Context: an optimization exercise on an open-source flow, tuned for small area, a short achievable clock period and few clock cycles per item. The choices shown serve that exercise and are no tape-out recipe. The RTL was checked by simulation tests, not by an equivalence proof against the original design. Power is estimated from default activity; no workload was simulated.

==> design.v <==
module intcomp_packer (
    input  wire        clk,
    input  wire        rst,
    input  wire        in_valid,
    output wire        in_ready,
    input  wire [31:0] in_data,
    input  wire        in_last,
    input  wire [5:0]  in_k,         
    input  wire        in_mode,      
    output reg         out_valid,
    input  wire        out_ready,
    output reg  [31:0] out_data,
    output reg         out_last
);
    reg         in_frame;        
    reg  [5:0]  frame_k;
    reg         frame_mode;
    reg  [31:0] acc;             
    reg  [5:0]  fill;            
    reg         flush;           
    wire slot_free = !out_valid || out_ready;
    assign in_ready = slot_free && !flush;
    wire take = in_valid && in_ready;
    wire [5:0]  k    = in_frame ? frame_k    : in_k;
    wire        mode = in_frame ? frame_mode : in_mode;
    wire [31:0] mask  = (k >= 6'd32) ? 32'hFFFFFFFF : ((32'd1 << k) - 32'd1);
    wire [31:0] vm    = in_data & mask;
    wire [6:0]  sum   = {1'b0, fill} + {1'b0, k};
    wire [63:0] wide  = {32'd0, acc} | ({32'd0, vm} << fill);
    reg         emit;
    reg  [31:0] emit_word;
    reg  [31:0] nacc;
    reg  [5:0]  nfill;
    always @(*) begin
        emit      = 1'b0;
        emit_word = 32'd0;
        nacc      = wide[31:0];
        nfill     = sum[5:0];
        if (mode && sum > 7'd32) begin
            emit      = 1'b1;
            emit_word = acc;
            nacc      = vm;
            nfill     = k;
        end else if (sum >= 7'd32) begin
            emit      = 1'b1;
            emit_word = wide[31:0];
            nacc      = wide[63:32];
            nfill     = sum[5:0] - 6'd32;
        end
    end
    always @(posedge clk) begin
        if (rst) begin
            out_valid <= 1'b0;
            out_data  <= 32'd0;
            out_last  <= 1'b0;
            in_frame  <= 1'b0;
            frame_k   <= 6'd1;
            frame_mode <= 1'b0;
            acc       <= 32'd0;
            fill      <= 6'd0;
            flush     <= 1'b0;
        end else begin
            if (out_valid && out_ready)
                out_valid <= 1'b0;
            if (flush && slot_free) begin
                out_valid <= 1'b1;
                out_data  <= acc;
                out_last  <= 1'b1;
                acc       <= 32'd0;
                fill      <= 6'd0;
                flush     <= 1'b0;
            end else if (take) begin
                frame_k    <= k;
                frame_mode <= mode;
                in_frame   <= !in_last;
                if (in_last) begin
                    if (emit && nfill != 6'd0) begin
                        out_valid <= 1'b1;
                        out_data  <= emit_word;
                        out_last  <= 1'b0;
                        acc       <= nacc;
                        fill      <= nfill;
                        flush     <= 1'b1;
                    end else begin
                        out_valid <= 1'b1;
                        out_data  <= emit ? emit_word : nacc;
                        out_last  <= 1'b1;
                        acc       <= 32'd0;
                        fill      <= 6'd0;
                    end
                end else begin
                    if (emit) begin
                        out_valid <= 1'b1;
                        out_data  <= emit_word;
                        out_last  <= 1'b0;
                    end
                    acc  <= nacc;
                    fill <= nfill;
                end
            end
        end
    end
endmodule
==> run.sh <==
#!/bin/bash
# synth_recipe.tcl (not shown) runs the flow's synth.tcl, then flattens the netlist and writes it again
# the make line also repeats each setting of config.mk as NAME=value (left out here)
make -C /OpenROAD-flow-scripts/flow DESIGN_CONFIG=/design/flow/config.mk WORK_HOME=/design/flow/orfs CLKGATE_MAP_FILE= SYNTH_SCRIPT=/design/flow/synth_recipe.tcl finish
==> config.mk <==
export PLATFORM = sky130hd
export DESIGN_NAME = intcomp_packer
export DESIGN_NICKNAME = intcomp_packer
export VERILOG_FILES = /design/flow/design.v
export SDC_FILE = /design/flow/constraint.sdc
export NUM_CORES = 4
export LEC_CHECK = 0
export CAP_MARGIN = 20
export CORE_MARGIN = 2
export CORE_UTILIZATION = 40
export SLEW_MARGIN = 20
==> constraint.sdc <==
create_clock -name core_clock -period 6.0 [get_ports {clk}]
set_input_delay 1.2000 -clock core_clock [delete_from_list [all_inputs] [get_ports {clk}]]
set_output_delay 1.2000 -clock core_clock [all_outputs]
set_load 0.01 [all_outputs]
==> results of run 1 <==
==> kinds of logic (layout without fill, tap and decap cells) <==
| logic type | Yosys count | after routing | share of synthesized area, % |
|---|---|---|---|
| AOI/OAI and AO/OA | 550 | 550 | 42.2 |
| xor gates and xnor gates | 9 | 9 | 0.812 |
| other | 0 | 1 | 0 |
| DFF | 81 | 81 | 16.7 |
| muxes | 36 | 36 | 4.73 |
| buffers and inverters | 138 | 207 | 5.79 |
| adders and majority gates | 8 | 8 | 1.11 |
| and+or+nand+nor | 574 | 574 | 28.7 |
==> final timing paths <==
path	cells past startpoint	to	slack, ns
max	15	out_data[8]	0.42
min	2	out_data[7]	0.49
max reg2reg	14	out_data[8]	0.91
min reg2reg	2	out_data[7]	0.49
==> layout make-up <==
class	instances	area share [%]
Clock inverter	6	0.570
Inverter	28	0.921
Sequential cell	81	14.2
Multi-Input combinational cell	1177	66.0
Tap cell	324	3.55
Clock buffer	10	2.01
Antenna cell	1	0.0219
Timing Repair Buffer	163	12.7
==> worst min-delay path, stage by stage, from the launching register on <==
cell and delay, ns:
sky130_fd_sc_hd__dfxtp_1 0.31, sky130_fd_sc_hd__nor2_1 0.09, sky130_fd_sc_hd__nor3_1 0.04
==> sequential cells by signal, summed over array words and instances, names as in the netlist <==
name / cells
acc: 32
flush: 1
out_data: 32
fill: 6
in_frame: 1
frame_k: 6
frame_mode: 1
out_last: 1
out_valid: 1
==> power by group <==
part           total (uW)  internal, uW  leakage, uW  switching [uW]
combinational        3140          1070      0.00332            2070
clock                 575           325     0.000143             251
sequential            807           667     0.000666             140
total                4520          2060      0.00413            2460
==> per-stage QoR <==
stage               power [uW]  worst slack [ns]  instances  instance area [um^2]
floorplan                 2550              1.34       1396                  9710
global placement          3770             0.351       1773                 11100
detailed placement        3770             0.233       1773                 11100
CTS                       4340             0.593       1789                 11400
global route              4670             0.229       1789                 11400
finish                    4520             0.421       1790                 11400
==> synthesized netlist by cell type (23+ instances only) <==
cell / n
sky130_fd_sc_hd__a211oi_1: 40
sky130_fd_sc_hd__a21oi_1: 87
sky130_fd_sc_hd__a221oi_1: 24
sky130_fd_sc_hd__a22oi_1: 24
sky130_fd_sc_hd__a31oi_1: 23
sky130_fd_sc_hd__clkbuf_1: 83
sky130_fd_sc_hd__dfxtp_1: 81
sky130_fd_sc_hd__nand2_1: 139
sky130_fd_sc_hd__nand3_1: 44
sky130_fd_sc_hd__nor2_1: 176
sky130_fd_sc_hd__nor3_1: 60
sky130_fd_sc_hd__o211ai_1: 27
sky130_fd_sc_hd__o21ai_0: 72
sky130_fd_sc_hd__o31ai_1: 23
==> cell usage in the layout (no fill, tap or decap), types with 20 or more instances in the layout <==
cell type,n
sky130_fd_sc_hd__a221oi_1,24
sky130_fd_sc_hd__clkdlybuf4s50_1,78
sky130_fd_sc_hd__nor4_1,22
sky130_fd_sc_hd__o21ai_0,71
sky130_fd_sc_hd__a31oi_1,23
sky130_fd_sc_hd__a21oi_1,87
sky130_fd_sc_hd__nand3_1,44
sky130_fd_sc_hd__buf_4,83
sky130_fd_sc_hd__nor3_1,60
sky130_fd_sc_hd__o211ai_1,27
sky130_fd_sc_hd__a22oi_1,24
sky130_fd_sc_hd__nor2_1,175
sky130_fd_sc_hd__o31ai_1,23
sky130_fd_sc_hd__nand2_1,139
sky130_fd_sc_hd__dfxtp_1,78
sky130_fd_sc_hd__mux2i_1,20
sky130_fd_sc_hd__inv_1,21
sky130_fd_sc_hd__a211oi_1,39
==> layer usage <==
layer | routed length, um | vias up
li1 | - | 5611
met1 | 21200 | 6097
met2 | 22500 | 1086
met3 | 6890 | 206
met4 | 3280 | 0
met5 | 0 | -
==> out/qor.log, run 1 <==
INFO  status         outcome=complete, no violations
INFO  critical_path  timing.critical_path.max_delay_family=compound AO/OA/AOI/OAI gates
INFO  critical_path  crit_path_max_fanout=9
INFO  timing         fin_tns_setup=0ns
INFO  critical_path  start_kind=primary input
INFO  logic_synthesis ys_async_sr_fraction=0%
INFO  logic_synthesis ys_seq_elements=81
INFO  layout         fillers=2556
INFO  clock_network  number_of_clock_buffers_inserted_by_tritoncts=9
INFO  clock_network  cts_setup_buffers=0
INFO  global_route   grt_max_degree=51
INFO  logic_synthesis synth_enable_flop_cells=0
INFO  routing        route.detailed.vias_per_inst=7.26
INFO  routing        postRouteAntennaNets=0
INFO  timing         finalHoldViolCount=0
INFO  clock_network  path_clk_slew=0.06ns
INFO  layout         num-nets-final=1512
INFO  critical_path  timing.critical_path.cells=clkdlybuf4s50_1 -> or3_1 -> a22oi_1 -> nand2_1 -> ha_1 -> clkinv_1 -> a221oi_1 -> o31a_1 -> nor3_1 -> a211oi_1 -> o41ai_1 -> a211o_1 -> o21ai_0 -> o221a_2 -> nor4_1
INFO  critical_path  crit_path_from=in_k[0]
INFO  routing        detail_route.wirelength=53800um
INFO  routing        drtIter0Drc=2099
INFO  timing         max-slew-margin-rel=18.2%
INFO  timing         timing.final.crit_period=5.58ns
INFO  timing         timing.hold.ws=0.491ns
INFO  critical_path  worstReg2RegStart=in_frame
INFO  clock_network  cts_root_buffer=sky130_fd_sc_hd__clkbuf_16
INFO  clock_network  cts_buffer_depth=2
INFO  global_route   gr-usage-met2=60.4%
INFO  global_route   grt_first_pass_wirelength=79200um
INFO  placed_design  finalWeightedCongestion=1.12
INFO  layout         layout-drive-gt1-share=11.6%
INFO  timing         worst_slew_pin_slew=1.22ns
INFO  layout         multi_input_comb_area=7540um^2
INFO  critical_path  slowest_stage=sky130_fd_sc_hd__o41ai_1
INFO  critical_path  required=6.26ns
INFO  timing         clock-skew-final=0.00749ns
INFO  die            core_area=24100um^2
INFO  global_route   global_route.usage.met3=8.55%
INFO  clock_network  clock_insertion_delay_worst_skew=0.35ns
INFO  layout         layout.core_utilization=47.3%
INFO  critical_path  timing.critical_path.buf_inv=2
INFO  logic_synthesis ys_dominant_reg_cell=sky130_fd_sc_hd__dfxtp_1
INFO  logic_synthesis synth.avg_cell_area=6.95um^2
INFO  clock_network  hold_buf_count_cts=0
INFO  power          worst_vdd_ir=141uV
INFO  timing         achievable-frequency=0.179GHz
INFO  timing         maxSlewViolCount=0
INFO  routing        drt_pass1_iterations=9
INFO  placed_design  dp_hpwl=40800um
INFO  routing        wl_per_cell=30.0um
INFO  clock_network  cts_resized=0
INFO  logic_synthesis postSynthNetCount=1448
INFO  global_route   grt_pass1_vias=11800
INFO  logic_synthesis synth_area_leaders=sky130_fd_sc_hd__dfxtp_1, sky130_fd_sc_hd__nor2_1, sky130_fd_sc_hd__nand2_1
INFO  global_route   met1_usage=55.1%
INFO  layout         areaGrowthSynthToFinish=17.6%
INFO  timing         setup_repair_after_global_routing_missed_its_margin=false
INFO  routing        via_count=13000
INFO  logic_synthesis synth_cell_type_count=106
INFO  power          power.density=396nW/um^2
INFO  clock_network  tritoncts_num_sinks=81
INFO  critical_path  critical_path_class=primary input to flip-flop
INFO  min_path       min_path_type=flip-flop to flip-flop
INFO  logic_synthesis number_of_warning_messages_in_the_yosys_log=1
INFO  layout         final-seq-area=1630um^2
INFO  logic_synthesis seq_area_frac_synth=16.7%
INFO  die            top_level_ports=79
INFO  timing         setup_viol=0
INFO  die            die_area=25500um^2
INFO  placed_design  port_buffers=78
INFO  die            die_x=160um
INFO  logic_synthesis post-synth-top-area-cell=sky130_fd_sc_hd__dfxtp_1
INFO  global_route   top_usage_layer=met2
INFO  clock_network  ctsHtreeMaxLevel=3
INFO  global_route   global_route.overflow_total=0
INFO  routing        detail_route.drc_violations=0
INFO  die            start_util=40.3%
INFO  clock_network  tritoncts=built
INFO  logic_synthesis synth.top_cell.area_share=16.7%
INFO  global_route   antenna_found_initial=1
INFO  run            drv.max_cap_violation_count=0
INFO  die            std_cell_rows=57
INFO  die            floorplan.die.height=160um
INFO  logic_synthesis mapped_cells=1396
INFO  global_route   track_usage=40.6%
INFO  critical_path  end_kind=flip-flop
INFO  logic_synthesis synth_area=9710um^2
INFO  min_path       timing.hold.worst.start=out_data[7]
INFO  power          p_leak=0.00413uW
INFO  timing         layout_worst_path_cycle_share=93.0%
INFO  critical_path  critPathMaxStageDelay=0.87ns
INFO  critical_path  worst_ep_arrival_time=5.83ns
Testbench counts, summed over its fixed seeds: cycles 41,931, values 41,771.
==> inputs of run 2 (changes only) <==
==> design.v (replaced) <==
module intcomp_packer (
    input  wire        clk,
    input  wire        rst,
    input  wire        in_valid,
    output wire        in_ready,
    input  wire [31:0] in_data,
    input  wire        in_last,
    input  wire [5:0]  in_k,         
    input  wire        in_mode,      
    output reg         out_valid,
    input  wire        out_ready,
    output reg  [31:0] out_data,
    output reg         out_last
);
    reg         in_frame;        
    reg  [5:0]  frame_k;
    reg         frame_mode;
    reg  [31:0] acc;             
    reg  [4:0]  f;               
    reg         flush;           
    wire slot_free = !out_valid || out_ready;
    assign in_ready = slot_free && !flush;
    wire take = in_valid && in_ready;
    wire [5:0]  k    = in_frame ? frame_k    : in_k;
    wire        mode = in_frame ? frame_mode : in_mode;
    wire [63:0] dd  = {in_data, in_data} << f;
    wire [31:0] rot = dd[63:32];
    wire [6:0]  s    = {2'b0, f} + {1'b0, k};
    wire        wrap = s > 7'd32;
    wire [31:0] lo_f = (32'd1 << f) - 32'd1;
    wire [31:0] lo_s = (32'd1 << s[4:0]) - 32'd1;
    wire [31:0] cur_mask  = flush ? 32'd0 : (~lo_f & ((s >= 7'd32) ? 32'hFFFFFFFF : lo_s));
    wire [31:0] wrap_mask = (flush || !wrap) ? 32'd0 : lo_s;
    wire [31:0] cur  = acc | (rot & cur_mask);
    wire [31:0] nxt  = rot & wrap_mask;
    wire [6:0]  s2   = s + {1'b0, k};
    wire        full = mode ? (s2 > 7'd32) : (s >= 7'd32);
    wire        emit = in_last || full;
    always @(posedge clk) begin
        if (rst) begin
            out_valid <= 1'b0;
            in_frame  <= 1'b0;
            acc       <= 32'd0;
            f         <= 5'd0;
            flush     <= 1'b0;
        end else begin
            if (out_valid && out_ready)
                out_valid <= 1'b0;
            if (flush && slot_free) begin
                out_valid <= 1'b1;
                out_data  <= acc;
                out_last  <= 1'b1;
                acc       <= 32'd0;
                flush     <= 1'b0;
            end else if (take) begin
                frame_k    <= k;
                frame_mode <= mode;
                in_frame   <= !in_last;
                if (emit) begin
                    out_valid <= 1'b1;
                    out_data  <= cur;
                    out_last  <= in_last && !wrap;
                    acc       <= nxt;
                    flush     <= in_last && wrap;
                end else begin
                    acc       <= cur;
                end
                if (in_last || mode && full)
                    f <= 5'd0;
                else
                    f <= s[4:0];
            end
        end
    end
endmodule
==> out/qor.log, run 2 <==
INFO  clock_network  number_of_clock_buffers_inserted_by_tritoncts=9 [unchanged]
INFO  timing         maxSlewViolCount=0 [unchanged]
INFO  die            die_x=147um [-7.8%]
INFO  timing         timing.final.crit_period=5.63ns [+0.0528 ns]
INFO  logic_synthesis synth.avg_cell_area=9.01um^2 [+30%]
INFO  critical_path  number_of_cells_on_the_worst_reg_to_reg_path=19 [+5]
INFO  routing        detail_route.drc_violations=0 [unchanged]
INFO  logic_synthesis post_synth_most_frequent_cells=sky130_fd_sc_hd__nand2_1, sky130_fd_sc_hd__nor2_1, sky130_fd_sc_hd__o21ai_0, sky130_fd_sc_hd__mux4_2
INFO  min_path       timing.hold.worst_endpoint=acc[0]
INFO  critical_path  start_kind=primary input
INFO  routing        wl_per_cell=23.1um [-23%]
INFO  routing        m1WireLength=12500um [-41%]
INFO  routing        postRouteAntennaNets=0 [unchanged]
INFO  clock_network  clock_insertion_delay_worst_skew=0.36ns [about the same]
INFO  timing         setup_repair_after_global_routing_missed_its_margin=false
INFO  logic_synthesis synth.top_cell.area_share=16.4% [-0.25 points]
INFO  clock_network  ctsHtreeMaxLevel=3 [unchanged]
INFO  clock_network  cts_buffer_depth=2 [unchanged]
INFO  timing         clock-skew-final=0.00876ns [+0.00127 ns]
INFO  placed_design  dp_hpwl=21100um [-48%]
INFO  routing        detail_route.wirelength=28800um [-46%]
INFO  routing        route.detailed.vias_per_inst=6.52 [-10%]
INFO  placed_design  port_buffers=78 [unchanged]
INFO  logic_synthesis mapped_cells=912 [-35%]
INFO  layout         layout.cells.most_common_list=sky130_fd_sc_hd__nand2_1, sky130_fd_sc_hd__clkdlybuf4s50_1, sky130_fd_sc_hd__nor2_1
INFO  routing        drtIter0Drc=821 [-61%]
INFO  global_route   track_usage=26.6% [-14 points]
INFO  timing         finalHoldViolCount=0 [unchanged]
INFO  logic_synthesis synth_area_leaders=sky130_fd_sc_hd__mux4_2, sky130_fd_sc_hd__edfxtp_1, sky130_fd_sc_hd__dfxtp_1
INFO  power          internal_power=1680uW [-19%]
INFO  critical_path  timing.critical_path.cells=clkdlybuf4s50_1 -> mux2_2 -> ha_1 -> inv_1 -> fa_1 -> nand2b_1 -> buf_4 -> o22ai_1 -> nand2_1 -> nor3_1 -> inv_1 -> ha_1 -> nand2_1 -> a211o_1 -> o211ai_1 -> xor2_1 -> a2111oi_0 -> buf_4 -> nor3_1 -> a211oi_1
INFO  critical_path  slowest_stage=sky130_fd_sc_hd__a2111oi_0
INFO  clock_network  tritoncts=built
INFO  critical_path  regToRegEndpoint=acc[14]
INFO  power          sw_frac_of_total=40.9% [-13 points]
INFO  layout         areaGrowthSynthToFinish=18.4%
INFO  logic_synthesis synth.most_common_cell=sky130_fd_sc_hd__nand2_1
INFO  critical_path  r2r_slack=0.87ns [-0.04 ns]
INFO  logic_synthesis ys_async_sr_fraction=0% [unchanged]
INFO  timing         setup_viol=0 [unchanged]
INFO  status         outcome=complete, no violations
INFO  global_route   grt_first_pass_wirelength=44700um [-43%]
INFO  logic_synthesis ys_seq_elements=80 [-1.2%]
INFO  logic_synthesis post-synth-top-area-cell=sky130_fd_sc_hd__mux4_2
INFO  routing        highest-signal-layer=met4
INFO  min_path       hold_path_cells=2 [unchanged]
INFO  critical_path  worst_ep_arrival_time=5.90ns [+0.07 ns]
INFO  timing         max-slew-margin-rel=32.6% [+14 points]
INFO  logic_synthesis seq_area_frac_synth=24.4% [+7.7 points]
INFO  logic_synthesis synth_cell_type_count=83 [-22%]
INFO  critical_path  worstReg2RegStart=in_frame
INFO  timing         achievable-frequency=0.178GHz [-0.94%]
INFO  power          p_leak=0.00339uW [-18%]
INFO  logic_synthesis number_of_warning_messages_in_the_yosys_log=1 [unchanged]
INFO  min_path       min_path_type=flip-flop to flip-flop
INFO  routing        met3WireLength=2750um [-60%]
INFO  placed_design  dpl_worst_slack=-0.00166ns [-0.235 ns]
INFO  global_route   grt_pass1_vias=7455 [-37%]
INFO  layout         n_antenna_cell=0 [-1]
INFO  timing         layout_worst_path_cycle_share=93.9% [+0.88 points]
INFO  clock_network  path_clk_slew=0.06ns [about the same]
INFO  layout         layout-drive-gt1-share=20.0% [+8.4 points]
INFO  logic_synthesis postSynthNetCount=968 [-33%]
INFO  run            drv.max_cap_violation_count=0 [unchanged]
INFO  critical_path  timing.critical_path.max_delay_family=compound AO/OA/AOI/OAI gates
INFO  logic_synthesis ys_dominant_reg_cell=sky130_fd_sc_hd__edfxtp_1
INFO  power          power.density=292nW/um^2 [-26%]
INFO  critical_path  critical_path_class=primary input to flip-flop
INFO  clock_network  cts_setup_buffers=0 [unchanged]
INFO  power          clock_power_share=23.0% [+10 points]
INFO  logic_synthesis synth_area=8220um^2 [-15%]
INFO  die            die_area=21700um^2 [-15%]
INFO  power          power.total=2840uW [-37%]
INFO  layout         num-nets-final=1029 [-32%]
INFO  global_route   global_route.overflow_total=0 [unchanged]
INFO  power          sequentialPowerShare=24.7% [+6.9 points]
INFO  die            top_level_ports=79 [unchanged]
INFO  die            floorplan.die.height=147um [-7.8%]
INFO  routing        via_count=8136 [-37%]
INFO  critical_path  required=6.27ns [about the same]
INFO  critical_path  timing.critical_path.buf_inv=5 [+3]
INFO  power          comb_power_share=52.3% [-17 points]
INFO  critical_path  critPathMaxStageDelay=0.65ns [-0.22 ns]
INFO  layout         layout_commonest_cell=sky130_fd_sc_hd__nand2_1
INFO  layout         reg.largest.list=acc (32), out_data (32), frame_k (6)
INFO  logic_synthesis synth_enable_flop_cells=40 [+40]
INFO  min_path       timing.hold.worst.start=acc[0]
INFO  power          worst_vdd_ir=158uV [+12%]
INFO  clock_network  cts_root_buffer=sky130_fd_sc_hd__clkbuf_16
INFO  routing        drt_pass1_iterations=8 [-1]
INFO  die            start_util=40.7% [+0.46 points]
INFO  timing         setup_slack=0.368ns [-0.0528 ns]
INFO  global_route   grt_max_degree=71 [+39%]
INFO  global_route   antenna_found_initial=1 [unchanged]
INFO  timing         worst_slew_pin_slew=1.01ns [-0.212 ns]
INFO  die            core_area=20200um^2 [-16%]
INFO  clock_network  tritoncts_num_sinks=80 [-1.2%]
INFO  routing        met2_routed_length=12600um [-44%]
INFO  power          p_sw=1160uW [-53%]
INFO  critical_path  end_kind=flip-flop
INFO  critical_path  crit_path_max_fanout=6 [-3]
INFO  placed_design  finalWeightedCongestion=1.02 [-9.3%]
INFO  die            std_cell_rows=52 [-8.8%]
-- run 2: changes by cell type in the layout (fill, tap and decap cells not counted), moves of 18 or more --
| cell | previous run | this run |
|---|---|---|
| sky130_fd_sc_hd__a211oi_1 | 39 | 14 |
| sky130_fd_sc_hd__a21oi_1 | 87 | 40 |
| sky130_fd_sc_hd__a22oi_1 | 24 | 5 |
| sky130_fd_sc_hd__buf_4 | 83 | 47 |
| sky130_fd_sc_hd__dfxtp_1 | 78 | 35 |
| sky130_fd_sc_hd__edfxtp_1 | 0 | 40 |
| sky130_fd_sc_hd__mux2_2 | 9 | 29 |
| sky130_fd_sc_hd__mux2i_1 | 20 | 46 |
| sky130_fd_sc_hd__mux4_2 | 6 | 60 |
| sky130_fd_sc_hd__nand2_1 | 139 | 87 |
| sky130_fd_sc_hd__nor2_1 | 175 | 69 |
| sky130_fd_sc_hd__nor3_1 | 60 | 28 |
| sky130_fd_sc_hd__o31ai_1 | 23 | 5 |
-- run 2: per-layer routing --
layer	up-vias	GRT usage (%)
met2	453	39.3
met3	59	4.35
met1	3932	39.0
met4	0	10.0
met5	-	0
li1	3692	-
-- run 2: kinds of logic after synthesis --
group / after synthesis / share of synthesized area (%)
AND/OR/NAND/NOR: 302 / 17.9
buffers and inverters: 106 / 5.50
flip-flops: 80 / 24.4
AO/OA/AOI/OAI: 263 / 22.4
XOR/XNOR: 12 / 1.28
multiplexers: 137 / 26.6
adder cells (fa/ha/maj): 12 / 1.92
-- run 2: worst max path at each step --
stage,start,end,cells after the start
2_1_floorplan,in_k[0],out_data[0],18
3_3_place_gp,in_k[0],out_data[5],17
3_5_place_dp,in_k[0],out_data[5],17
4_1_cts,in_k[0],out_data[5],17
5_1_grt,in_k[0],out_data[13],18
6_report,in_k[0],acc[14],20
-- run 2: timing repair --
item	in CTS	in global routing
hold buffers	0	0
setup endpoints to repair	0	33
gates resized for setup	0	1
-- run 2: worst register-to-register path, delay by kind of cell, from the launching register on --
kind / cells / cell delay [ns]
AO/OA/AOI/OAI: 5 / 1.55
adder cells (fa/ha/maj): 3 / 0.93
AND/OR/NAND/NOR: 5 / 0.84
flip-flops: 1 / 0.67
buffers and inverters: 4 / 0.52
multiplexers: 1 / 0.29
XOR/XNOR: 1 / 0.24
-- run 2: cell type report --
type,instances,area (um^2)
clock inverter,6,115
multi-input combinational,727,5790
sequential,80,2010
inverter,30,113
timing repair buffer,125,1130
clock buffer,10,229
fill,1932,10400
tap,270,338
-- run 2: power by group through the flow --
stage          Combinational, uW  Clock [uW]  Sequential [uW]
2_1_floorplan                926           0              721
3_3_place_gp                1440           0              713
3_5_place_dp                1440           0              713
4_1_cts                     1450         663              702
5_1_grt                     1600         679              711
6_report                    1490         654              702
-- run 2: through the flow --
stage / setup TNS, ns / std cells / util, % / hold slack, ns / area, um^2
CTS: 0 / 1247 / 48.2 / 0.463 / 9710
global route: 0 / 1248 / 48.2 / 0.482 / 9730
floorplan: 0 / 912 / - / 0.432 / 8230
global placement: 0 / 1231 / 46.5 / 0.446 / 9370
detailed placement: -0.0113 / 1231 / 46.5 / 0.447 / 9370
finish: 0 / 1248 / 48.2 / 0.462 / 9730
Testbench counts of run 2, summed over its fixed seeds: cycles 41,831, values 41,771.
==> inputs of run 3 (changes only) <==
==> design.v (replaced) <==
module intcomp_packer (
    input  wire        clk,
    input  wire        rst,
    input  wire        in_valid,
    output wire        in_ready,
    input  wire [31:0] in_data,
    input  wire        in_last,
    input  wire [5:0]  in_k,         
    input  wire        in_mode,      
    output reg         out_valid,
    input  wire        out_ready,
    output reg  [31:0] out_data,
    output reg         out_last
);
    reg         in_frame;        
    reg  [5:0]  frame_k;
    reg         frame_mode;
    reg  [30:0] acc;             
    reg  [4:0]  f;               
    reg  [5:0]  s_r;             
    reg         full_r;          
    reg         flush;           
    wire slot_free = !out_valid || out_ready;
    assign in_ready = slot_free && !flush;
    wire take = in_valid && in_ready;
    wire [5:0]  k    = in_frame ? frame_k    : in_k;
    wire        mode = in_frame ? frame_mode : in_mode;
    wire [5:0]  s    = in_frame ? s_r        : in_k;
    wire        full = in_frame ? full_r     : (in_mode ? (in_k > 6'd16) : in_k[5]);
    wire        wrap = in_frame && s_r > 6'd32;
    wire        emit = in_last || full;
    wire [31:0] r0  = f[0] ? {in_data[30:0], in_data[31]}  : in_data;
    wire [31:0] r1  = f[1] ? {r0[29:0], r0[31:30]} : r0;
    wire [31:0] r2  = f[2] ? {r1[27:0], r1[31:28]} : r1;
    wire [31:0] r3  = f[3] ? {r2[23:0], r2[31:24]} : r2;
    wire [31:0] rot = f[4] ? {r3[15:0], r3[31:16]} : r3;
    reg  [31:0] hi_f, lo_s;
    integer i;
    always @(*)
        for (i = 0; i < 32; i = i + 1) begin
            hi_f[i] = i >= f;
            lo_s[i] = i < s[4:0];
        end
    wire [31:0] cur_mask  = flush ? 32'd0 : (hi_f & (s[5] ? 32'hFFFFFFFF : lo_s));
    wire [30:0] wrap_mask = wrap ? lo_s[30:0] : 31'd0;
    wire [31:0] cur = {1'b0, acc} | (rot & cur_mask);
    wire [30:0] nxt = rot[30:0] & wrap_mask;
    wire        restart = in_last || mode && full;
    wire [4:0]  f_n     = restart ? 5'd0 : s[4:0];
    wire [6:0]  sk_r    = {2'b0, s_r[4:0]} + {1'b0, frame_k};
    wire [5:0]  sk_in   = {1'b0, in_k[4:0]} + in_k;
    wire [5:0]  s_n     = restart ? k : (in_frame ? sk_r[5:0] : sk_in);
    wire [6:0]  skk_r   = sk_r + {1'b0, frame_k};
    wire        fa_r    = frame_mode ? (frame_k > 6'd16) : frame_k[5];
    wire        fb_r    = frame_mode ? (skk_r > 7'd32) : sk_r[5];
    wire        fa_in   = in_mode ? (in_k > 6'd16) : in_k[5];
    wire        fb_in   = in_mode ? (in_k > 6'd10) : (in_k > 6'd15);
    wire        fa      = in_frame ? fa_r : fa_in;
    wire        fb      = in_frame ? fb_r : fb_in;
    wire        full_n  = restart ? fa : fb;
    always @(posedge clk) begin
        if (rst) begin
            out_valid <= 1'b0;
            in_frame  <= 1'b0;
            acc       <= 31'd0;
            f         <= 5'd0;
            flush     <= 1'b0;
        end else begin
            if (out_valid && out_ready)
                out_valid <= 1'b0;
            if (flush && slot_free) begin
                out_valid <= 1'b1;
                out_data  <= cur;
                out_last  <= 1'b1;
                acc       <= 31'd0;
                flush     <= 1'b0;
            end else if (take) begin
                frame_k    <= k;
                frame_mode <= mode;
                in_frame   <= !in_last;
                f          <= f_n;
                s_r        <= s_n;
                full_r     <= full_n;
                if (emit) begin
                    out_valid <= 1'b1;
                    out_data  <= cur;
                    out_last  <= in_last && !wrap;
                    acc       <= nxt;
                    flush     <= in_last && wrap;
                end else begin
                    acc       <= cur[30:0];
                end
            end
        end
    end
endmodule
--- a/config.mk
+++ b/config.mk
@@ -8,4 +8,5 @@
 export CAP_MARGIN = 20
 export CORE_MARGIN = 2
 export CORE_UTILIZATION = 40
+export SETUP_SLACK_MARGIN = 3
 export SLEW_MARGIN = 20
==> out/qor.log, run 3 <==
INFO  logic_synthesis number_of_warning_messages_in_the_yosys_log=1 [unchanged]
INFO  logic_synthesis ys_async_sr_fraction=0% [unchanged]
INFO  timing         achievable-frequency=0.337GHz [+90%]
INFO  logic_synthesis synth.avg_cell_area=9.10um^2 [+1.1%]
INFO  global_route   track_usage=25.8% [-0.76 points]
INFO  logic_synthesis ys_dominant_reg_cell=sky130_fd_sc_hd__edfxtp_1
INFO  logic_synthesis synth_area_leaders=sky130_fd_sc_hd__edfxtp_1, sky130_fd_sc_hd__dfxtp_1, sky130_fd_sc_hd__mux4_2
INFO  critical_path  end_kind=primary output
INFO  power          sw_frac_of_total=34.0% [-6.9 points]
INFO  layout         n_antenna_cell=0 [unchanged]
INFO  global_route   grt_max_degree=68 [-4.2%]
INFO  power          p_leak=0.00347uW [+2.7%]
INFO  routing        via_count=7409 [-8.9%]
INFO  logic_synthesis post_synth_most_frequent_cells=sky130_fd_sc_hd__nand2_1, sky130_fd_sc_hd__a21oi_1, sky130_fd_sc_hd__mux2i_1, sky130_fd_sc_hd__nor2_1, sky130_fd_sc_hd__o21ai_0
INFO  timing         max-slew-margin-rel=36.2% [+3.6 points]
INFO  status         outcome=complete, no violations
INFO  power          p_sw=738uW [-37%]
INFO  clock_network  tritoncts=built
INFO  clock_network  tritoncts_num_sinks=86 [+7.5%]
INFO  die            floorplan.die.height=143um [-3.1%]
INFO  layout         largest_register_ff_count=32
INFO  clock_network  clock_insertion_delay_worst_skew=0.36ns [about the same]
INFO  logic_synthesis post-synth-top-area-cell=sky130_fd_sc_hd__edfxtp_1
INFO  timing         maxSlewViolCount=0 [unchanged]
INFO  timing         finalHoldViolCount=0 [unchanged]
INFO  power          internal_power=1430uW [-15%]
INFO  critical_path  critical_path_class=primary input to primary output
INFO  critical_path  r2r_slack=3.09ns [+2.22 ns]
INFO  placed_design  port_buffers=78 [unchanged]
INFO  logic_synthesis seq_area_frac_synth=28.5% [+4.1 points]
INFO  logic_synthesis synthMuxAreaShare=22.7% [-3.9 points]
INFO  global_route   antenna_found_initial=0 [-1]
INFO  timing         setup_repair_after_global_routing_missed_its_margin=true
INFO  routing        wl_per_cell=22.9um [-0.78%]
INFO  timing         layout_worst_path_cycle_share=49.4% [-44 points]
INFO  clock_network  path_clk_slew=0.06ns [about the same]
INFO  layout         layout_commonest_cell=sky130_fd_sc_hd__nand2_1
INFO  logic_synthesis synth.top_cell.area_share=18.3% [+1.9 points]
INFO  clock_network  cts_buffer_depth=2 [unchanged]
INFO  die            std_cell_rows=50 [-3.8%]
INFO  logic_synthesis mapped_cells=846 [-7.2%]
INFO  logic_synthesis synth.most_common_cell=sky130_fd_sc_hd__nand2_1
INFO  layout         reg.largest.list=out_data (32), acc (31)
INFO  die            die_area=20400um^2 [-6.1%]
INFO  layout         areaGrowthSynthToFinish=23.2%
INFO  routing        drtIter0Drc=754 [-8.2%]
INFO  die            start_util=41.0% [+0.30 points]
INFO  critical_path  crit_path_from=out_ready
INFO  power          comb_power_share=36.8% [-16 points]
INFO  routing        detail_route.wirelength=26400um [-8.3%]
INFO  logic_synthesis synth_enable_flop_cells=47 [+18%]
INFO  logic_synthesis synth_xor_xnor_area_share=0.796% [-0.48 points]
INFO  timing         worst_slew_pin_slew=0.956ns [-0.0546 ns]
INFO  logic_synthesis synth_compound_gate_area_share=24.6% [+2.2 points]
INFO  die            die_x=143um [-3.1%]
INFO  critical_path  timing.critical_path.cells=clkdlybuf4s15_1 -> nor2b_4 -> nor2_4 -> buf_6
INFO  clock_network  ctsHtreeMaxLevel=3 [unchanged]
INFO  power          sequentialPowerShare=32.8% [+8.1 points]
INFO  layout         layout-drive-gt1-share=23.5% [+3.5 points]
INFO  global_route   grt_pass1_vias=6832 [-8.4%]
INFO  timing         clock-skew-final=0.00821ns [-0.000549 ns]
INFO  layout         max_flop_register=out_data
INFO  layout         layout.cells.most_common_list=sky130_fd_sc_hd__nand2_1, sky130_fd_sc_hd__a21oi_1, sky130_fd_sc_hd__nor2_1
INFO  clock_network  cts_root_buffer=sky130_fd_sc_hd__clkbuf_16
INFO  layout         num-nets-final=974 [-5.3%]
INFO  timing         fin_tns_setup=0ns [unchanged]
INFO  timing         setup_viol=0 [unchanged]
INFO  logic_synthesis synth_cell_type_count=78 [-6.0%]
INFO  logic_synthesis ys_seq_elements=86 [+7.5%]
INFO  logic_synthesis largest_family_of_logic_cells_by_synthesized_area=compound AO/OA/AOI/OAI gates
INFO  critical_path  required=4.80ns [-1.47 ns]
INFO  routing        drt_pass1_iterations=6 [-2]
INFO  global_route   grt_first_pass_wirelength=40100um [-10%]
INFO  timing         timing.hold.ws=0.446ns [-0.0157 ns]
INFO  power          clock_power_share=30.3% [+7.3 points]
INFO  clock_network  number_of_clock_buffers_inserted_by_tritoncts=9 [unchanged]
INFO  power          worst_vdd_ir=118uV [-25%]
INFO  timing         timing.final.crit_period=2.97ns [-2.67 ns]
INFO  logic_synthesis adder_cell_area_share_of_the_yosys_netlist=2.79% [+0.88 points]
INFO  logic_synthesis synth_area=7700um^2 [-6.3%]
INFO  placed_design  finalWeightedCongestion=0.993 [-2.4%]
INFO  min_path       timing.hold.worst.start=acc[28]
INFO  critical_path  worst_ep_arrival_time=1.77ns [-4.13 ns]
INFO  logic_synthesis postSynthNetCount=906 [-6.4%]
INFO  min_path       min_path_type=flip-flop to flip-flop
INFO  critical_path  start_kind=primary input
INFO  critical_path  timing.critical_path.max_delay_family=buffers and inverters
INFO  die            core_area=18800um^2 [-6.9%]
INFO  critical_path  slowest_stage=sky130_fd_sc_hd__clkdlybuf4s15_1
INFO  critical_path  critPathMaxStageDelay=0.22ns [-0.43 ns]
INFO  routing        postRouteAntennaNets=0 [unchanged]
INFO  critical_path  crit_path_max_fanout=3 [-3]
INFO  power          power.density=228nW/um^2 [-22%]
INFO  run            drv.max_cap_violation_count=0 [unchanged]
INFO  die            top_level_ports=79 [unchanged]
INFO  logic_synthesis synth-simple-area-share=15.5% [-2.4 points]
INFO  critical_path  worstReg2RegStart=f[3]
INFO  critical_path  timing.critical_path.buf_inv=2 [-3]
INFO  routing        route.detailed.vias_per_inst=6.43 [-1.4%]
INFO  placed_design  dp_hpwl=18900um [-11%]
INFO  routing        detail_route.drc_violations=0 [unchanged]
INFO  global_route   global_route.overflow_total=0 [unchanged]
-- run 3: metal layers --
layer / vias up / GRT usage (%) / wire length [um]
met4: 0 / 8.49 / 680
met1: 3550 / 37.8 / 11800
met2: 389 / 38.6 / 11600
met5: - / 0 / 0
li1: 3419 / - / -
met3: 51 / 4.56 / 2280
-- run 3: through the flow --
step / setup slack, ns / utilization (%) / power, uW / cell area, um^2 / cells
after detailed placement: 1.63 / 46.0 / 1440 / 8630 / 1107
final: 3.03 / 50.5 / 2170 / 9490 / 1153
after CTS: 2.91 / 49.2 / 2120 / 9240 / 1137
after floorplan: 2.61 / - / 1200 / 7770 / 846
after global routing: 2.92 / 50.5 / 2250 / 9490 / 1153
after global placement: 1.73 / 46.0 / 1440 / 8630 / 1107
-- run 3: worst paths after layout --
path,end,cells after the start
setup / recovery,in_ready,4
hold / removal,acc[28],2
setup reg to reg,acc[26],7
hold reg to reg,acc[28],2
-- run 3: cell families after synthesis --
logic type	count (synthesis)
adder cells (fa/ha/maj)	16
AND/OR/NAND/NOR	249
XOR/XNOR	7
multiplexers	129
flip-flops	86
buffers and inverters	84
AO/OA/AOI/OAI	275
-- run 3: final cells by class --
class | count | area [um^2]
inverter | 16 | 67.6
timing repair buffer | 124 | 1150
sequential | 86 | 2200
clock inverter | 5 | 106
tap | 234 | 293
multi-input combinational | 677 | 5440
fill | 1792 | 9280
clock buffer | 11 | 233
-- run 3: timing repair --
item	in CTS	in global routing
buffers inserted	13	15
pin swaps	5	5
cloned	1	1
hold buffers	0	0
endpoints found under the setup margin	102	38
gates resized for setup	96	55
-- run 3: worst reg2reg max path: stages (launching register included) --
cell and delay, ns:
sky130_fd_sc_hd__dfxtp_4 0.52, sky130_fd_sc_hd__buf_8 0.46, sky130_fd_sc_hd__mux2i_2 0.19, sky130_fd_sc_hd__mux4_2 0.55, sky130_fd_sc_hd__mux2_4 0.29, sky130_fd_sc_hd__and2_4 0.17, sky130_fd_sc_hd__or4_1 0.53, sky130_fd_sc_hd__a21oi_1 0.13
-- run 3: power groups by stage --
stage | clock [uW] | sequential [uW] | combinational, uW
floorplan | 0 | 714 | 486
global placement | 0 | 726 | 710
detailed placement | 0 | 726 | 712
CTS | 660 | 713 | 746
global route | 679 | 717 | 856
finish | 657 | 711 | 799
Testbench counts of run 3, summed over its fixed seeds: cycles 41,831, values 41,771.
==> inputs of run 4 (changes only) <==
==> design.v (replaced) <==
module intcomp_packer (
    input  wire        clk,
    input  wire        rst,
    input  wire        in_valid,
    output wire        in_ready,
    input  wire [31:0] in_data,
    input  wire        in_last,
    input  wire [5:0]  in_k,         
    input  wire        in_mode,      
    output reg         out_valid,
    input  wire        out_ready,
    output reg  [31:0] out_data,
    output reg         out_last
);
    reg         in_frame;        
    reg  [5:0]  frame_k;
    reg         frame_mode;
    reg  [30:0] acc;             
    reg  [4:0]  f;               
    reg  [5:0]  s_r;             
    reg         full_r;          
    reg         flush;           
    function gt16;
        input [5:0] x;
        gt16 = x[5] || x[4] && (|x[3:0]);
    endfunction
    wire slot_free = !out_valid || out_ready;
    assign in_ready = slot_free && !flush;
    wire take = in_valid && in_ready;
    wire [5:0]  k     = in_frame ? frame_k    : in_k;
    wire        mode  = in_frame ? frame_mode : in_mode;
    wire [5:0]  s     = in_frame ? s_r        : in_k;
    wire        wrap  = in_frame && s_r[5] && (|s_r[4:0]);
    wire        fa_in = in_mode ? gt16(in_k) : in_k[5];
    wire        full  = in_frame ? full_r : fa_in;
    wire        emit  = in_last || full;
    wire [31:0] r0  = f[0] ? {in_data[30:0], in_data[31]}  : in_data;
    wire [31:0] r1  = f[1] ? {r0[29:0], r0[31:30]} : r0;
    wire [31:0] r2  = f[2] ? {r1[27:0], r1[31:28]} : r1;
    wire [31:0] r3  = f[3] ? {r2[23:0], r2[31:24]} : r2;
    wire [31:0] rot = f[4] ? {r3[15:0], r3[31:16]} : r3;
    function [31:0] geq;
        input [4:0] x;
        reg   [31:0] g;
        integer n, j;
        begin
            g = 32'd0;
            g[0] = !x[0];
            g[1] = 1'b1;
            for (n = 1; n < 5; n = n + 1)
                for (j = 0; j < (1 << n); j = j + 1) begin
                    g[j + (1 << n)] = !x[n] || g[j];
                    g[j]            = !x[n] && g[j];
                end
            geq = g;
        end
    endfunction
    wire [31:0] hi_f = geq(f);
    wire [31:0] lo_s = ~geq(s[4:0]);
    wire [31:0] cur_mask  = hi_f & (s[5] ? 32'hFFFFFFFF : lo_s);
    wire [31:0] cur       = {1'b0, acc} | (rot & cur_mask);
    wire        done   = !rst && (flush ? slot_free : take && emit);
    wire        grow   = !rst && take && !emit;
    wire        keep   = !rst && !done;
    wire        carry  = !rst && take && emit && wrap;
    wire [30:0] acc_mask = ({31{grow}} & cur_mask[30:0]) | ({31{carry}} & lo_s[30:0]);
    wire [30:0] acc_n  = ({31{keep}} & acc) | (rot[30:0] & acc_mask);
    wire        restart = in_last || mode && full;
    wire [4:0]  f_n     = restart ? 5'd0 : s[4:0];
    wire [6:0]  sk_r    = {2'b0, s_r[4:0]} + {1'b0, frame_k};
    wire [6:0]  skk_r   = sk_r + {1'b0, frame_k};
    wire [5:0]  sk_in   = {1'b0, in_k[4:0]} + in_k;
    wire [5:0]  s_n     = restart ? k : (in_frame ? sk_r[5:0] : sk_in);
    wire        fa_r    = frame_mode ? gt16(frame_k) : frame_k[5];
    wire        fb_r    = frame_mode ? (skk_r[6] || skk_r[5] && (|skk_r[4:0])) : sk_r[5];
    wire        fb_in   = in_k[5] || in_k[4] || in_mode && in_k[3] && (in_k[2] || in_k[1] && in_k[0]);
    wire        full_n  = restart ? (in_frame ? fa_r : fa_in) : (in_frame ? fb_r : fb_in);
    always @(posedge clk) begin
        acc <= acc_n;
        if (rst) begin
            out_valid <= 1'b0;
            in_frame  <= 1'b0;
            f         <= 5'd0;
            flush     <= 1'b0;
        end else begin
            if (out_valid && out_ready)
                out_valid <= 1'b0;
            if (flush && slot_free) begin
                out_valid <= 1'b1;
                out_data  <= cur;
                out_last  <= 1'b1;
                flush     <= 1'b0;
                in_frame  <= 1'b0;
            end else if (take) begin
                frame_mode <= mode;
                in_frame   <= !in_last || wrap;
                f          <= f_n;
                frame_k    <= k;
                s_r        <= (in_last && wrap) ? 6'd0 : s_n;
                full_r     <= full_n;
                if (emit) begin
                    out_valid <= 1'b1;
                    out_data  <= cur;
                    out_last  <= in_last && !wrap;
                    flush     <= in_last && wrap;
                end
            end
        end
    end
endmodule
--- a/config.mk
+++ b/config.mk
@@ -5,6 +5,7 @@
 export SDC_FILE = /design/flow/constraint.sdc
 export NUM_CORES = 4
 export LEC_CHECK = 0
+export ABC_AREA = 1
 export CAP_MARGIN = 20
 export CORE_MARGIN = 2
 export CORE_UTILIZATION = 40
==> out/qor.log, run 4 <==
INFO  logic_synthesis mapped_cells=1093 [+29%]
INFO  logic_synthesis synth_cell_type_count=46 [-41%]
INFO  routing        route.detailed.vias_per_inst=5.40 [-16%]
INFO  critical_path  crit_path_frequent_cell=sky130_fd_sc_hd__buf_4
INFO  global_route   track_usage=24.3% [-1.6 points]
INFO  die            die_area=18800um^2 [-7.9%]
INFO  timing         max-slew-margin-rel=42.1% [+5.9 points]
INFO  clock_network  cts_buffer_depth=2 [unchanged]
INFO  timing         maxSlewViolCount=0 [unchanged]
INFO  clock_network  hold_buf_count_cts=0 [unchanged]
INFO  timing         layout_worst_path_cycle_share=48.5% [-0.95 points]
INFO  logic_synthesis synth.avg_cell_area=6.47um^2 [-29%]
INFO  layout         max_flop_register=out_data
INFO  layout         layout_commonest_cell=sky130_fd_sc_hd__nand2_1
INFO  layout         num-nets-final=1218 [+25%]
INFO  logic_synthesis ys_seq_elements=86 [unchanged]
INFO  critical_path  critical_path_class=primary input to flip-flop
INFO  min_path       hold_path_cells=2 [unchanged]
INFO  die            top_level_ports=79 [unchanged]
INFO  routing        drt_pass1_iterations=5 [-1]
INFO  critical_path  timing.critical_path.cells=clkbuf_2 -> inv_1 -> nand2_2 -> nand2_2 -> inv_2 -> buf_4 -> buf_4 -> buf_4 -> buf_4 -> buf_4 -> buf_4 -> buf_4 -> buf_4 -> buf_4 -> buf_4 -> buf_4 -> buf_4 -> buf_4 -> a21oi_2
INFO  routing        wl_per_cell=16.3um [-29%]
INFO  layout         reg.largest.list=out_data (32), acc (31)
INFO  critical_path  r2r_slack=3.22ns [+0.13 ns]
INFO  logic_synthesis synth_enable_flop_cells=47 [unchanged]
INFO  layout         fillers=1808 [+0.89%]
INFO  power          worst_vdd_ir=138uV [+17%]
INFO  power          power.total=2090uW [-3.4%]
INFO  die            std_cell_rows=48 [-4.0%]
INFO  die            start_util=40.9% [-0.15 points]
INFO  layout         largest_register_ff_count=32 [unchanged]
INFO  logic_synthesis seq_area_frac_synth=31.0% [+2.5 points]
INFO  clock_network  tritoncts=built
INFO  placed_design  finalWeightedCongestion=0.940 [-5.3%]
INFO  routing        detail_route.drc_violations=0 [unchanged]
INFO  logic_synthesis synth_area=7070um^2 [-8.2%]
INFO  min_path       timing.hold.worst_endpoint=acc[26]
INFO  routing        via_count=7506 [+1.3%]
INFO  timing         setup_viol=0 [unchanged]
INFO  timing         fin_tns_setup=0ns [unchanged]
INFO  die            core_area=17300um^2 [-7.8%]
INFO  layout         layout.core_utilization=49.1% [-1.4 points]
INFO  placed_design  dp_hpwl=15800um [-16%]
INFO  critical_path  number_of_cells_on_the_worst_reg_to_reg_path=14 [+7]
INFO  die            die_x=137um [-4.1%]
INFO  routing        drtIter0Drc=778 [+3.2%]
INFO  power          power.density=247nW/um^2 [+7.9%]
INFO  min_path       min_path_type=flip-flop to flip-flop
INFO  timing         setup_repair_after_global_routing_missed_its_margin=false
INFO  logic_synthesis synth.top_cell.area_share=20.0% [+1.6 points]
INFO  layout         layout.cells.most_common_list=sky130_fd_sc_hd__nand2_1, sky130_fd_sc_hd__nand3_1, sky130_fd_sc_hd__clkdlybuf4s50_1
INFO  logic_synthesis synth_area_leaders=sky130_fd_sc_hd__edfxtp_1, sky130_fd_sc_hd__nand2_1, sky130_fd_sc_hd__nand3_1
INFO  timing         setup_slack=3.09ns [+0.0571 ns]
INFO  clock_network  path_clk_slew=0.06ns [about the same]
INFO  global_route   global_route.overflow_total=0 [unchanged]
INFO  layout         multi_input_comb_area=4360um^2 [-20%]
INFO  critical_path  start_kind=primary input
INFO  layout         areaGrowthSynthToFinish=20.1%
INFO  layout         final-seq-area=2190um^2 [-0.57%]
INFO  die            floorplan.die.height=137um [-4.1%]
INFO  critical_path  slowest_stage=sky130_fd_sc_hd__buf_4
INFO  routing        detail_route.wirelength=22700um [-14%]
INFO  timing         achievable-frequency=0.344GHz [+2.0%]
INFO  logic_synthesis number_of_warning_messages_in_the_yosys_log=1 [unchanged]
INFO  logic_synthesis ys_async_sr_fraction=0% [unchanged]
INFO  global_route   grt_max_degree=45 [-34%]
INFO  clock_network  number_of_clock_buffers_inserted_by_tritoncts=9 [unchanged]
INFO  critical_path  regToRegEndpoint=full_r
INFO  critical_path  timing.critical_path.max_delay_family=buffers and inverters
INFO  critical_path  worstReg2RegStart=frame_k[0]
INFO  timing         finalHoldViolCount=0 [unchanged]
INFO  clock_network  tritoncts_num_sinks=86 [unchanged]
INFO  critical_path  required=6.28ns [+1.48 ns]
INFO  status         outcome=complete, no violations
INFO  clock_network  clock_insertion_delay_worst_skew=0.35ns [about the same]
INFO  timing         clock-skew-final=0.00999ns [+0.00179 ns]
INFO  clock_network  ctsHtreeMaxLevel=3 [unchanged]
INFO  timing         worst_slew_pin_slew=0.867ns [-0.0891 ns]
INFO  critical_path  path_depth=19 [+15]
INFO  logic_synthesis post_synth_most_frequent_cells=sky130_fd_sc_hd__nand2_1, sky130_fd_sc_hd__nand3_1, sky130_fd_sc_hd__inv_1, sky130_fd_sc_hd__o21ai_0, sky130_fd_sc_hd__edfxtp_1
INFO  logic_synthesis synth.most_common_cell=sky130_fd_sc_hd__nand2_1
INFO  logic_synthesis post-synth-top-area-cell=sky130_fd_sc_hd__edfxtp_1
INFO  global_route   grt_pass1_vias=6714 [-1.7%]
INFO  critical_path  timing.critical_path.buf_inv=16 [+14]
INFO  global_route   grt_first_pass_wirelength=35200um [-12%]
INFO  power          p_leak=0.00381uW [+9.6%]
INFO  critical_path  critPathMaxStageDelay=0.13ns [-0.09 ns]
INFO  critical_path  worst_ep_arrival_time=3.19ns [+1.42 ns]
INFO  layout         layout-drive-gt1-share=11.8% [-12 points]
INFO  logic_synthesis postSynthNetCount=1152 [+27%]
INFO  global_route   antenna_found_initial=0 [unchanged]
INFO  run            drv.max_cap_violation_count=0 [unchanged]
INFO  timing         timing.final.crit_period=2.91ns [-0.0571 ns]
INFO  routing        postRouteAntennaNets=0 [unchanged]
INFO  critical_path  crit_path_max_fanout=2 [-1]
INFO  logic_synthesis ys_dominant_reg_cell=sky130_fd_sc_hd__edfxtp_1
INFO  layout         n_antenna_cell=0 [unchanged]
INFO  clock_network  cts_root_buffer=sky130_fd_sc_hd__clkbuf_16
INFO  placed_design  port_buffers=78 [unchanged]
INFO  placed_design  dpl_worst_slack=2.03ns [+0.404 ns]
INFO  critical_path  end_kind=flip-flop
INFO  min_path       timing.hold.worst.start=acc[26]
run 4: cell count changes after synthesis, moves of 15 or more:
cell / previous run / this run
sky130_fd_sc_hd__a21o_1: 19 / 2
sky130_fd_sc_hd__a21oi_1: 64 / 41
sky130_fd_sc_hd__clkbuf_1: 40 / 20
sky130_fd_sc_hd__inv_1: 15 / 75
sky130_fd_sc_hd__mux2_2: 42 / 0
sky130_fd_sc_hd__mux2i_1: 54 / 0
sky130_fd_sc_hd__mux4_2: 32 / 0
sky130_fd_sc_hd__nand2_1: 88 / 358
sky130_fd_sc_hd__nand3_1: 18 / 216
sky130_fd_sc_hd__nor2_1: 52 / 37
sky130_fd_sc_hd__nor3_1: 19 / 4
sky130_fd_sc_hd__o21ai_1: 1 / 40
sky130_fd_sc_hd__o21bai_1: 17 / 2
run 4: cells by family (layout without fill, tap and decap cells):
| kind of cell | Yosys count | count (layout) | synth area share, % |
|---|---|---|---|
| xor gates and xnor gates | 4 | 4 | 0.495 |
| buffers and inverters | 147 | 216 | 8.99 |
| DFF | 86 | 86 | 31.0 |
| AOI/OAI and AO/OA | 162 | 163 | 12.8 |
| adders and majority gates | 15 | 15 | 2.87 |
| and+or+nand+nor | 679 | 680 | 43.9 |
run 4: tightest hold or removal path: stages (launching register included):
cell                      delay [ns]
sky130_fd_sc_hd__dfxtp_1        0.29
sky130_fd_sc_hd__inv_1          0.06
sky130_fd_sc_hd__o21ai_1        0.06
run 4: how the worst max path moves through the flow:
stage,start,endpoint
floorplan,out_ready,out_data[0]
global placement,in_k[0],out_data[31]
detailed placement,out_ready,out_data[19]
CTS,out_ready,out_valid
global route,in_k[0],out_data[8]
finish,out_ready,out_valid
run 4: stage by stage:
| step | hold WS (ns) | instance area (um^2) | instances |
|---|---|---|---|
| final | 0.466 | 8490 | 1389 |
| after floorplan | 0.439 | 7080 | 1093 |
| after CTS | 0.466 | 8380 | 1383 |
| after global routing | 0.489 | 8490 | 1389 |
| after detailed placement | 0.455 | 7920 | 1347 |
| after global placement | 0.453 | 7920 | 1347 |
run 4: cell type report:
cell class | count | area share, %
clock inverters | 4 | 0.250
clock buffers | 12 | 3.02
inverters | 89 | 4.11
repair buffers | 111 | 12.2
well taps | 225 | 3.31
multi-input cells | 862 | 51.3
flip-flops and latches | 86 | 25.8
run 4: power breakdown:
part / internal [uW] / switching [uW] / total [uW]
clock: 301 / 233 / 533
sequential: 684 / 23.6 / 707
combinational: 293 / 561 / 854
run 4: timing repair:
| action | CTS | global route |
|---|---|---|
| gates resized for setup | 10 | 21 |
| endpoints found under the setup margin | 73 | 52 |
| setup buffers | 19 | 5 |
| cloned | 1 | 1 |
| pin swaps | 2 | 5 |
run 4: per-layer routing:
| metal | GRT usage (%) | routed length (um) | vias up |
|---|---|---|---|
| li1 | - | - | 3771 |
| met1 | 33.2 | 10300 | 3437 |
| met4 | 7.45 | 542 | 0 |
| met3 | 4.04 | 1550 | 35 |
| met2 | 39.1 | 10300 | 263 |
| met5 | 0 | 0 | - |
Testbench counts of run 4, summed over its fixed seeds: cycles 41,831, values 41,771.
==> inputs of run 5 (changes only) <==
==> flow/run.sh (new file) <==
#!/bin/bash
# The standard layout, with two changes to how it is made: the port buffers
# are buf_2 cells (not the slow delay buffer buffer_ports picks by default),
# and timing repair may resize a cell to any cell of the same function.
set -euo pipefail
bash standard.sh MATCH_CELL_FOOTPRINT=0 \
    "BUFFER_PORTS_ARGS=-buffer_cell sky130_fd_sc_hd__buf_2" \
    finish > flow.log 2>&1
==> standard.sh (new file) <==
#!/bin/bash
# synth_recipe.tcl (not shown) runs the flow's synth.tcl, then flattens the netlist and writes it again
# the make line also repeats each setting of config.mk as NAME=value (left out here)
make -C /OpenROAD-flow-scripts/flow DESIGN_CONFIG=/design/flow/config.mk WORK_HOME=/design/flow/orfs CLKGATE_MAP_FILE= SYNTH_SCRIPT=/design/flow/synth_recipe.tcl "${@:-finish}"
--- a/config.mk
+++ b/config.mk
@@ -9,5 +9,5 @@
 export CAP_MARGIN = 20
 export CORE_MARGIN = 2
 export CORE_UTILIZATION = 40
-export SETUP_SLACK_MARGIN = 3
+export SETUP_SLACK_MARGIN = 3.2
 export SLEW_MARGIN = 20
removed: run.sh
==> out/qor.log, run 5 <==
INFO  critical_path  critPathMaxStageDelay=0.11ns [-0.02 ns]
INFO  logic_synthesis post-synth-top-area-cell=sky130_fd_sc_hd__edfxtp_1
INFO  logic_synthesis synth_enable_flop_cells=47 [unchanged]
INFO  die            core_area=17300um^2 [unchanged]
INFO  timing         finalHoldViolCount=0 [unchanged]
INFO  critical_path  crit_path_max_fanout=2 [unchanged]
INFO  logic_synthesis post_synth_most_frequent_cells=sky130_fd_sc_hd__nand2_1, sky130_fd_sc_hd__nand3_1, sky130_fd_sc_hd__inv_1, sky130_fd_sc_hd__o21ai_0, sky130_fd_sc_hd__edfxtp_1
INFO  global_route   grt_first_pass_wirelength=34300um [-2.3%]
INFO  placed_design  dpl_worst_slack=2.50ns [+0.469 ns]
INFO  layout         areaGrowthSynthToFinish=16.0%
INFO  critical_path  worstReg2RegStart=s_r[0]
INFO  min_path       hold_path_cells=2 [unchanged]
INFO  logic_synthesis number_of_warning_messages_in_the_yosys_log=1 [unchanged]
INFO  critical_path  regToRegEndpoint=full_r
INFO  global_route   grt_max_degree=45 [unchanged]
INFO  power          p_leak=0.00383uW [+0.66%]
INFO  logic_synthesis ys_async_sr_fraction=0% [unchanged]
INFO  timing         clock-skew-final=0.0102ns [+0.000198 ns]
INFO  critical_path  number_of_cells_on_the_worst_reg_to_reg_path=12 [-2]
INFO  layout         reg.largest.list=out_data (32), acc (31)
INFO  clock_network  hold_buf_count_cts=0 [unchanged]
INFO  critical_path  path_depth=6 [-13]
INFO  routing        drt_pass1_iterations=5 [unchanged]
INFO  die            start_util=40.9% [unchanged]
INFO  placed_design  finalWeightedCongestion=0.931 [-1.0%]
INFO  routing        wl_per_cell=15.9um [-2.5%]
INFO  status         outcome=complete, no violations
INFO  clock_network  path_clk_slew=0.06ns [about the same]
INFO  global_route   antenna_found_initial=0 [unchanged]
INFO  timing         setup_viol=0 [unchanged]
INFO  critical_path  timing.critical_path.cells=buf_6 -> inv_4 -> nand2_4 -> nand2_4 -> inv_4 -> buf_6
INFO  die            die_area=18800um^2 [unchanged]
INFO  die            top_level_ports=79 [unchanged]
INFO  critical_path  start_kind=primary input
INFO  timing         setup_repair_after_global_routing_missed_its_margin=true
INFO  clock_network  cts_buffer_depth=2 [unchanged]
INFO  layout         layout-drive-gt1-share=19.4% [+7.7 points]
INFO  routing        postRouteAntennaNets=0 [unchanged]
INFO  logic_synthesis synth_cell_type_count=46 [unchanged]
INFO  logic_synthesis postSynthNetCount=1152 [unchanged]
INFO  critical_path  timing.critical_path.max_delay_family=buffers and inverters
INFO  timing         fin_tns_setup=0ns [unchanged]
INFO  run            drv.max_cap_violation_count=0 [unchanged]
INFO  routing        route.detailed.vias_per_inst=5.35 [-0.99%]
INFO  logic_synthesis synth.most_common_cell=sky130_fd_sc_hd__nand2_1
INFO  layout         largest_register_ff_count=32 [unchanged]
INFO  clock_network  ctsHtreeMaxLevel=3 [unchanged]
INFO  logic_synthesis seq_area_frac_synth=31.0% [unchanged]
INFO  routing        detail_route.drc_violations=0 [unchanged]
INFO  clock_network  number_of_clock_buffers_inserted_by_tritoncts=9 [unchanged]
INFO  layout         layout_commonest_cell=sky130_fd_sc_hd__nand2_1
INFO  power          worst_vdd_ir=170uV [+23%]
INFO  layout         max_flop_register=out_data
INFO  routing        via_count=7426 [-1.1%]
INFO  placed_design  dp_hpwl=15800um [+0.16%]
INFO  timing         setup_slack=3.19ns [+0.0935 ns]
INFO  power          power.density=254nW/um^2 [+3.0%]
INFO  clock_network  cts_root_buffer=sky130_fd_sc_hd__clkbuf_16
INFO  timing         timing.final.crit_period=2.81ns [-0.0935 ns]
INFO  global_route   global_route.overflow_total=0 [unchanged]
INFO  layout         num-nets-final=1217 [-0.082%]
INFO  timing         max-slew-margin-rel=42.2% [+0.11 points]
INFO  critical_path  r2r_slack=3.31ns [+0.09 ns]
INFO  clock_network  tritoncts_num_sinks=86 [unchanged]
INFO  critical_path  worst_setup_path_endpoint=in_ready
INFO  timing         achievable-frequency=0.355GHz [+3.3%]
INFO  critical_path  required=4.80ns [-1.48 ns]
INFO  clock_network  clock_insertion_delay_worst_skew=0.35ns [about the same]
INFO  logic_synthesis synth_area_leaders=sky130_fd_sc_hd__edfxtp_1, sky130_fd_sc_hd__nand2_1, sky130_fd_sc_hd__nand3_1
INFO  global_route   track_usage=23.9% [-0.39 points]
INFO  logic_synthesis ys_dominant_reg_cell=sky130_fd_sc_hd__edfxtp_1
INFO  critical_path  end_kind=primary output
INFO  critical_path  timing.critical_path.buf_inv=4 [-12]
INFO  die            floorplan.die.height=137um [unchanged]
INFO  timing         maxSlewViolCount=0 [unchanged]
INFO  die            die_x=137um [unchanged]
INFO  layout         n_antenna_cell=0 [unchanged]
INFO  critical_path  crit_path_from=out_ready
INFO  critical_path  worst_ep_arrival_time=1.61ns [-1.58 ns]
INFO  global_route   grt_pass1_vias=6548 [-2.5%]
INFO  routing        drtIter0Drc=666 [-14%]
INFO  die            std_cell_rows=48 [unchanged]
INFO  critical_path  critical_path_class=primary input to primary output
INFO  logic_synthesis synth_area=7070um^2 [unchanged]
INFO  clock_network  tritoncts=built
INFO  logic_synthesis synth.avg_cell_area=6.47um^2 [unchanged]
INFO  logic_synthesis mapped_cells=1093 [unchanged]
INFO  logic_synthesis ys_seq_elements=86 [unchanged]
INFO  timing         layout_worst_path_cycle_share=46.9% [-1.6 points]
INFO  timing         worst_slew_pin_slew=0.865ns [-0.00167 ns]
INFO  min_path       min_path_type=flip-flop to flip-flop
INFO  placed_design  port_buffers=78 [unchanged]
INFO  logic_synthesis synth.top_cell.area_share=20.0% [unchanged]
INFO  layout         layout.cells.most_common_list=sky130_fd_sc_hd__nand2_1, sky130_fd_sc_hd__nand3_1, sky130_fd_sc_hd__buf_2
INFO  critical_path  slowest_stage=sky130_fd_sc_hd__buf_6
INFO  routing        detail_route.wirelength=22100um [-2.6%]
run 5: cell counts after synthesis:
Identical to the previous run, type by type.
run 5: power by group:
part           internal [uW]  switching (uW)  total, uW
Clock                    303             230        533
Sequential               684            23.7        708
Combinational            275             568        842
run 5: logic make-up after synthesis:
kind of cell,after synthesis,share of synthesized area [%]
buf+inv,147,8.99
xor+xnor,4,0.495
fa+ha+maj,15,2.87
compound gates,162,12.8
flops,86,31.0
simple gates,679,43.9
run 5: metrics by stage:
step           total power, uW  util, %  instances  instance area, um^2  hold slack [ns]
3_5_place_dp              1490     43.6       1346                 7550            0.459
6_report                  2080     47.4       1388                 8200            0.470
2_1_floorplan             1280        -       1093                 7120            0.439
5_1_grt                   2210     47.4       1388                 8200            0.485
4_1_cts                   2040     46.2       1378                 7990            0.467
3_3_place_gp              1490     43.6       1346                 7550            0.453
run 5: cell type report:
type,count,area (um^2)
sequential,86,2190
fill,1820,9090
tap,225,282
inverter,89,350
multi-input combinational,861,4430
timing repair buffer,111,671
clock inverter,3,20.0
clock buffer,13,260
run 5: per-layer routing:
layer / track usage, % / wire length, um
met5: 0 / 0
met4: 7.79 / 502
met3: 3.26 / 1240
met2: 37.5 / 10000
met1: 33.8 / 10400
run 5: worst reg2reg max path, delay by kind of cell (launching register included):
| family | cells | cell delay (ns) |
|---|---|---|
| AO/OA/AOI/OAI | 1 | 0.06 |
| XOR/XNOR | 2 | 0.33 |
| adder cells (fa/ha/maj) | 3 | 0.95 |
| buffers and inverters | 1 | 0.16 |
| flip-flops | 1 | 0.45 |
| AND/OR/NAND/NOR | 5 | 0.49 |
run 5: worst min path at each step:
stage / startpoint / end / slack, ns
floorplan: acc[26] / acc[26] / 0.44
global placement: acc[26] / acc[26] / 0.45
detailed placement: acc[26] / acc[26] / 0.46
CTS: acc[26] / acc[26] / 0.47
global route: acc[9] / acc[9] / 0.49
finish: acc[10] / acc[10] / 0.47
run 5: timing repair:
item | CTS | global route
endpoints found under the setup margin | 66 | 20
gates resized for setup | 7 | 25
pin swaps | 2 | 16
buffers inserted | 15 | 9
cloned | 1 | 0

-- what the ideal ports hide --
The flow's constraints put no driver on any port. The routed layouts listed below were extracted and timed again, unchanged, in two steps.
Step 1 assumes that a clkbuf_16 drives the clock port and a buf_2 every other input.
Step 2 moves the port delays by t, midway between the first and last clock arrival at a register: inputs arrive t later, outputs are due t later. That takes back most of the time a late clock gives input paths.
Three values: ideal, step 1, step 2; two values: the first two.
| run | t, ns | setup slack, ns | worst hold slack (ns) | clock arrival spread, ns | cell pins on the clock port's net |
|---|---|---|---|---|---|
| run 1 | 0.396 | 0.421 / 0.446 / 0.051 | 0.491 / 0.491 / 0.491 | 0.008 / 0.009 | 1 |
| run 2 | 0.396 | 0.368 / 0.390 / -0.005 | 0.462 / 0.462 / 0.462 | 0.008 / 0.009 | 1 |
| run 3 | 0.400 | 3.035 / 3.013 / 2.678 | 0.446 / 0.446 / 0.446 | 0.008 / 0.009 | 1 |
| run 4 | 0.384 | 3.092 / 3.106 / 2.722 | 0.466 / 0.466 / 0.466 | 0.010 / 0.010 | 1 |
| run 5 | 0.386 | 3.185 / 3.155 / 2.876 | 0.470 / 0.470 / 0.470 | 0.010 / 0.010 | 1 |
Met with ideal ports but missed after step 2: setup timing in run 2. The setup slack of run 2, which loses most, moves by +0.022 ns with the drivers and by -0.373 ns with both steps.
